Background: an optimization exercise with open tools, aiming at a short achievable clock period and few clock cycles per item. Do not read the settings as production practice.
Power is estimated from default activity; no workload was simulated.

Setup of raven:
==> flow/design.v <==
module lcc_core (
    input  wire        clk,
    input  wire        rst,         
    input  wire        cmd_valid,
    output wire        cmd_ready,
    input  wire [7:0]  cmd,
    input  wire [15:0] din,
    output reg         rsp_valid,
    output reg  [15:0] dout,
    output reg  [1:0]  rsp
);
    integer j;
    reg        pol;
    reg        prev;
    reg        err;
    reg        ill;
    reg [15:0] cnt;
    reg        full;                        
    reg ready;
    assign cmd_ready = ready;
    reg        va;
    reg [7:0]  ca;
    reg [15:0] da;
    always @(posedge clk) begin
        ready <= ~rst;
        va    <= cmd_valid & ready & ~rst;
        ca    <= cmd;
        da    <= din;
    end
    wire [3:0] op_a = ca[7:4];
    wire [1:0] w_a  = ca[3:2];
    wire [1:0] z_a  = ca[1:0];
    wire [3:0] k_a  = ca[3:0];
    reg legal_a;
    always @* begin
        case (op_a)
            4'h0:    legal_a = (k_a == 4'd0);
            4'hB:    legal_a = (k_a <= 4'd4);
            4'hC:    legal_a = (k_a <= 4'd3);
            4'h1, 4'h2, 4'h3, 4'h5, 4'h6, 4'h7, 4'h8, 4'h9:
                     legal_a = (z_a == 2'b00) && (w_a != 2'b11);
            4'h4, 4'hA:
                     legal_a = (z_a == 2'b00) && (w_a == 2'b10);
            default: legal_a = 1'b0;
        endcase
    end
    wire        lv_a   = va & ~rst & legal_a;
    wire [15:0] oph_a  = lv_a ? (16'h0001 << op_a) : 16'h0000;
    wire [4:0]  kh_a   = 5'b00001 << k_a[2:0];      
    wire [7:0] dmask_a = (w_a == 2'b00) ? 8'h01 : (w_a == 2'b01) ? 8'h0F : 8'hFF;
    wire [7:0] dm_a = da[7:0] & dmask_a;     
    wire [7:0] dn_a = ~da[7:0] & dmask_a;    
    reg [7:0] s_a, u_a;
    reg [7:0] eq_a;                         
    reg [7:0] bl_a;                         
    always @* begin
        for (j = 0; j < 8; j = j + 1) begin
            s_a[j]  = ^(dm_a >> j);
            u_a[j]  = ^(dn_a >> j);
            eq_a[j] = ~(da[2*j+1] ^ da[2*j]);
        end
        for (j = 0; j < 7; j = j + 1)
            bl_a[j] = ~(da[2*j+1] ^ da[2*j+2]);
        bl_a[7] = 1'b0;
    end
    wire mal_a    = |(eq_a & dmask_a);
    wire brest_a  = |(bl_a & (dmask_a >> 1));
    wire xtop_a   = (w_a == 2'b00) ? da[1] : (w_a == 2'b01) ? da[7] : da[15];
    reg        vb;
    reg        ill_b;                       
    reg [15:0] oh_b;                        
    reg [4:0]  kh_b;
    reg [7:0]  dmask_b;
    reg [15:0] db;
    reg [7:0]  s_b, u_b;
    reg        mal_b, brest_b, xtop_b;
    always @(posedge clk) begin
        vb      <= va & ~rst;
        ill_b   <= va & ~rst & ~legal_a;
        oh_b    <= oph_a;
        kh_b    <= kh_a;
        dmask_b <= dmask_a;
        db      <= da;
        s_b     <= s_a;
        u_b     <= u_a;
        mal_b   <= mal_a;
        brest_b <= brest_a;
        xtop_b  <= xtop_a;
    end
    wire is_menc  = oh_b[1];
    wire is_mdec  = oh_b[2];
    wire is_mchk  = oh_b[3];
    wire is_decc  = oh_b[4];
    wire is_dmenc = oh_b[5];
    wire is_dmdec = oh_b[6];
    wire is_bmenc = oh_b[7];
    wire is_bmdec = oh_b[8];
    wire is_bmchk = oh_b[9];
    wire is_trans = oh_b[10];
    wire is_csrr  = oh_b[11];
    wire is_csrw  = oh_b[12];
    reg [15:0] emask_b;                     
    reg [7:0]  xe_b, xo_b;
    always @* begin
        for (j = 0; j < 8; j = j + 1) begin
            emask_b[2*j]   = dmask_b[j];
            emask_b[2*j+1] = dmask_b[j];
            xe_b[j]        = db[2*j];
            xo_b[j]        = db[2*j+1];
        end
    end
    wire [7:0] topm_b = dmask_b & ~(dmask_b >> 1);
    reg [15:0] menc_v, dmenc_v, bmenc_v;
    reg [7:0]  dmdec_v;
    always @* begin
        for (j = 0; j < 8; j = j + 1) begin
            menc_v[2*j]    = db[j];
            menc_v[2*j+1]  = ~db[j];
            dmenc_v[2*j]   = s_b[j];
            dmenc_v[2*j+1] = ~s_b[j];
            bmenc_v[2*j]   = u_b[j];
            bmenc_v[2*j+1] = (j == 7) ? 1'b1 : ~u_b[(j+1) % 8];
        end
        for (j = 0; j < 7; j = j + 1)
            dmdec_v[j] = ~(db[2*j+2] ^ db[2*j+1]) & dmask_b[j+1];
        dmdec_v[7] = 1'b0;
        dmdec_v = dmdec_v | (topm_b & {8{~xtop_b}});
    end
    wire bbad1 = xtop_b | brest_b;          
    wire bbad0 = ~xtop_b | brest_b;         
    wire setp  = is_dmdec | is_bmdec | is_bmchk | (is_csrw & kh_b[1]);
    wire [15:0] base_n =
          ({16{is_menc}}  & menc_v  & emask_b)
        | ({16{is_dmenc}} & dmenc_v & emask_b)
        | ({16{is_bmenc}} & bmenc_v & emask_b)
        | {8'h00,
             ({8{is_mdec}}  & xe_b & dmask_b)
           | ({8{is_decc & ~mal_b}} & xe_b)
           | ({8{is_dmdec}} & dmdec_v)
           | ({8{is_bmdec}} & (xo_b ^ xe_b) & dmask_b)
           | ({8{is_trans}} & {db[7], db[6:0] ^ db[7:1]})};
    wire [15:0] pm_n =
          ({16{is_dmenc | is_bmenc}} & emask_b)
        | {8'h00, {8{is_dmdec}} & topm_b}
        | {8'h00, is_trans, 6'd0, is_csrr & kh_b[1]};
    wire [15:0] qm_n =
          ({16{is_menc}} & emask_b)
        | {8'h00, {8{is_mdec}} & dmask_b}
        | {8'h00, {8{is_decc & ~mal_b}}}
        | {15'd0, is_csrr & kh_b[0]};
    wire sel_st_n   = is_csrr & kh_b[2];
    wire sel_cnt_n  = is_csrr & kh_b[3];
    wire sel_cnte_n = is_csrr & kh_b[4];
    wire r1_n = ((is_mdec | is_mchk | is_decc) & mal_b) | (is_bmchk & bbad1);
    wire r0_n = ((is_mdec | is_mchk | is_decc) & mal_b) | (is_bmchk & bbad0);
    wire pa_n = setp ? db[0]
              : is_dmenc ? ~s_b[0]
              : is_bmenc ? ~u_b[0]
              : 1'b1;
    wire pb_n = setp ? db[0]
              : is_dmenc ? s_b[0]
              : is_bmenc ? u_b[0]
              : 1'b0;
    wire errwr_n = is_csrw & kh_b[2];
    wire ekeep_n = ~errwr_n;
    wire es1_n   = errwr_n ? db[0] : ((is_mchk | is_decc) & mal_b) | (is_bmchk & bbad1);
    wire es0_n   = errwr_n ? db[0] : ((is_mchk | is_decc) & mal_b) | (is_bmchk & bbad0);
    wire i1_n    = ((is_mchk | is_decc) & ~mal_b) | (is_bmchk & ~bbad1);
    wire i0_n    = ((is_mchk | is_decc) & ~mal_b) | (is_bmchk & ~bbad0);
    wire illset_n = ill_b;
    wire illwr_n  = is_csrw & kh_b[2];
    wire polwr_n  = is_csrw & kh_b[0];
    wire cntwr_n  = is_csrw & kh_b[3];
    reg        vc;
    reg [15:0] base_c, pm_c, qm_c, wd_c;
    reg        sel_cnt_c, sel_cnte_c, sel_st_c;
    reg        r1_c, r0_c, ill_rsp_c;
    reg        pa_c, pb_c, ekeep_c, es1_c, es0_c, inc_c;
    reg        illset_c, illwr_c, polwr_c, cntwr_c;
    reg        wdfull_c;                    
    wire prev_nx = prev ? pa_c : pb_c;
    wire err_nx  = (err & ekeep_c) | (prev ? es1_c : es0_c);
    always @(posedge clk) begin
        vc         <= vb & ~rst;
        base_c     <= base_n;
        pm_c       <= pm_n;
        qm_c       <= qm_n;
        wd_c       <= db;
        wdfull_c   <= &db;
        sel_cnt_c  <= sel_cnt_n;
        sel_cnte_c <= sel_cnte_n;
        sel_st_c   <= sel_st_n;
        r1_c       <= r1_n;
        r0_c       <= r0_n;
        ill_rsp_c  <= ill_b;
        if (rst) begin
            pa_c     <= 1'b1;
            pb_c     <= 1'b0;
            ekeep_c  <= 1'b1;
            es1_c    <= 1'b0;
            es0_c    <= 1'b0;
            inc_c    <= 1'b0;
            illset_c <= 1'b0;
            illwr_c  <= 1'b0;
            polwr_c  <= 1'b0;
            cntwr_c  <= 1'b0;
        end else begin
            pa_c     <= pa_n;
            pb_c     <= pb_n;
            ekeep_c  <= ekeep_n;
            es1_c    <= es1_n;
            es0_c    <= es0_n;
            inc_c    <= (prev_nx ? i1_n : i0_n) & ~err_nx;
            illset_c <= illset_n;
            illwr_c  <= illwr_n;
            polwr_c  <= polwr_n;
            cntwr_c  <= cntwr_n;
        end
    end
    wire        do_inc  = inc_c & ~full;
    wire [15:0] cnt_inc = cnt + 16'd1;
    always @(posedge clk) begin
        if (rst) begin
            pol  <= 1'b0;
            prev <= 1'b0;
            err  <= 1'b0;
            ill  <= 1'b0;
            cnt  <= 16'h0000;
            full <= 1'b0;
        end else begin
            if (polwr_c)
                pol <= wd_c[0];
            prev <= prev_nx;
            err  <= err_nx;
            ill  <= illset_c | (illwr_c ? wd_c[1] : ill);
            if (cntwr_c) begin
                cnt  <= wd_c;
                full <= wdfull_c;
            end else if (do_inc) begin
                cnt  <= cnt_inc;
                full <= (cnt == 16'hFFFE);
            end
        end
    end
    always @(posedge clk) begin
        rsp_valid <= vc & ~rst;
        dout <= base_c
              ^ (pm_c & {16{prev}})
              ^ (qm_c & {16{pol}})
              | (cnt & {16{sel_cnt_c | (sel_cnte_c & err)}})
              | {14'd0, sel_st_c & ill, sel_st_c & err};
        rsp  <= {ill_rsp_c, prev ? r1_c : r0_c};
    end
endmodule
make LEC_CHECK=0 CAP_MARGIN=20 CORE_MARGIN=2 CORE_UTILIZATION=40 SETUP_SLACK_MARGIN=2.0 SLEW_MARGIN=20 TNS_END_PERCENT=100 finish   # period 3.2 ns
run.sh (not shown) runs the stock make flow with config.mk's settings and CLKGATE_MAP_FILE= SYNTH_SCRIPT=/design/flow/synth_recipe.tcl, a recipe that flattens the netlist after the stock synthesis.
Changes in violet relative to raven:
--- a/flow/design.v
+++ b/flow/design.v
@@ -12,13 +12,12 @@
     integer j;
     reg        pol;
     reg        prev;
     reg        err;
     reg        ill;
     reg [15:0] cnt;
-    reg        full;                        
     reg ready;
     assign cmd_ready = ready;
     reg        va;
     reg [7:0]  ca;
     reg [15:0] da;
     always @(posedge clk) begin
@@ -125,12 +124,13 @@
             dmdec_v[j] = ~(db[2*j+2] ^ db[2*j+1]) & dmask_b[j+1];
         dmdec_v[7] = 1'b0;
         dmdec_v = dmdec_v | (topm_b & {8{~xtop_b}});
     end
     wire bbad1 = xtop_b | brest_b;          
     wire bbad0 = ~xtop_b | brest_b;         
+    wire acct  = is_mchk | is_decc | is_bmchk;
     wire setp  = is_dmdec | is_bmdec | is_bmchk | (is_csrw & kh_b[1]);
     wire [15:0] base_n =
           ({16{is_menc}}  & menc_v  & emask_b)
         | ({16{is_dmenc}} & dmenc_v & emask_b)
         | ({16{is_bmenc}} & bmenc_v & emask_b)
         | {8'h00,
@@ -174,22 +174,20 @@
     reg        vc;
     reg [15:0] base_c, pm_c, qm_c, wd_c;
     reg        sel_cnt_c, sel_cnte_c, sel_st_c;
     reg        r1_c, r0_c, ill_rsp_c;
     reg        pa_c, pb_c, ekeep_c, es1_c, es0_c, inc_c;
     reg        illset_c, illwr_c, polwr_c, cntwr_c;
-    reg        wdfull_c;                    
     wire prev_nx = prev ? pa_c : pb_c;
     wire err_nx  = (err & ekeep_c) | (prev ? es1_c : es0_c);
     always @(posedge clk) begin
         vc         <= vb & ~rst;
         base_c     <= base_n;
         pm_c       <= pm_n;
         qm_c       <= qm_n;
         wd_c       <= db;
-        wdfull_c   <= &db;
         sel_cnt_c  <= sel_cnt_n;
         sel_cnte_c <= sel_cnte_n;
         sel_st_c   <= sel_st_n;
         r1_c       <= r1_n;
         r0_c       <= r0_n;
         ill_rsp_c  <= ill_b;
@@ -214,35 +212,30 @@
             illset_c <= illset_n;
             illwr_c  <= illwr_n;
             polwr_c  <= polwr_n;
             cntwr_c  <= cntwr_n;
         end
     end
-    wire        do_inc  = inc_c & ~full;
-    wire [15:0] cnt_inc = cnt + 16'd1;
+    wire [15:0] cnt_inc = (&cnt) ? cnt : cnt + 16'd1;
     always @(posedge clk) begin
         if (rst) begin
             pol  <= 1'b0;
             prev <= 1'b0;
             err  <= 1'b0;
             ill  <= 1'b0;
             cnt  <= 16'h0000;
-            full <= 1'b0;
         end else begin
             if (polwr_c)
                 pol <= wd_c[0];
             prev <= prev_nx;
             err  <= err_nx;
             ill  <= illset_c | (illwr_c ? wd_c[1] : ill);
-            if (cntwr_c) begin
-                cnt  <= wd_c;
-                full <= wdfull_c;
-            end else if (do_inc) begin
-                cnt  <= cnt_inc;
-                full <= (cnt == 16'hFFFE);
-            end
+            if (cntwr_c)
+                cnt <= wd_c;
+            else if (inc_c)
+                cnt <= cnt_inc;
         end
     end
     always @(posedge clk) begin
         rsp_valid <= vc & ~rst;
         dout <= base_c
               ^ (pm_c & {16{prev}})
[summary]
violet vs. raven: share of cell area taken by flip-flops and latches saw a decrease; routed length on met3 saw a decrease; total number of vias saw an increase. Going from raven to violet, number of multi-input combinational cells grew slightly. raven vs violet, critical path capture point: cmd_ready vs cnt[0]$_SDFFE_PP0P_. violet: number of buffers other than clock buffers in the final layout 13% above raven. | worst setup slack | higher: raven |. Average instance area after synthesis in violet is 2.0% lower than in raven. Number of DRC violations after detailed routing: violet vs raven, no meaningful difference. Against raven, violet comes in about 0.7% lower on die area. Compared with raven, in violet synthesized cell count increased 8; power after layout decreased about 0.4%.
No run of this note included a check of the RTL's function; only the layout flow was run.

## separate check: timing with driven ports
How much do the figures lean on ideal ports? The routed layouts below were timed once more, with nothing changed but the port constraints.
Step 1, drivers: a clkbuf_16 drives clk and a buf_2 each remaining input, both assumed.
Step 2 also shifts input and output timing later by t, the mid clock arrival at the registers, as if the neighbouring blocks saw the same clock.
Slacks: ideal / step 1 / step 2; pairs: ideal / step 1.
run	t, ns	slack for setup (ns)	worst data-port slew with drivers (ns)
raven	0.470	1.703 / 1.658 / 1.585	0.04
violet	0.466	1.608 / 1.608 / 1.385	0.03
After both steps setup and hold are still met in every run listed. For violet, which loses most, drivers alone change the setup slack by 0.000 ns; drivers and shift together by -0.223 ns.
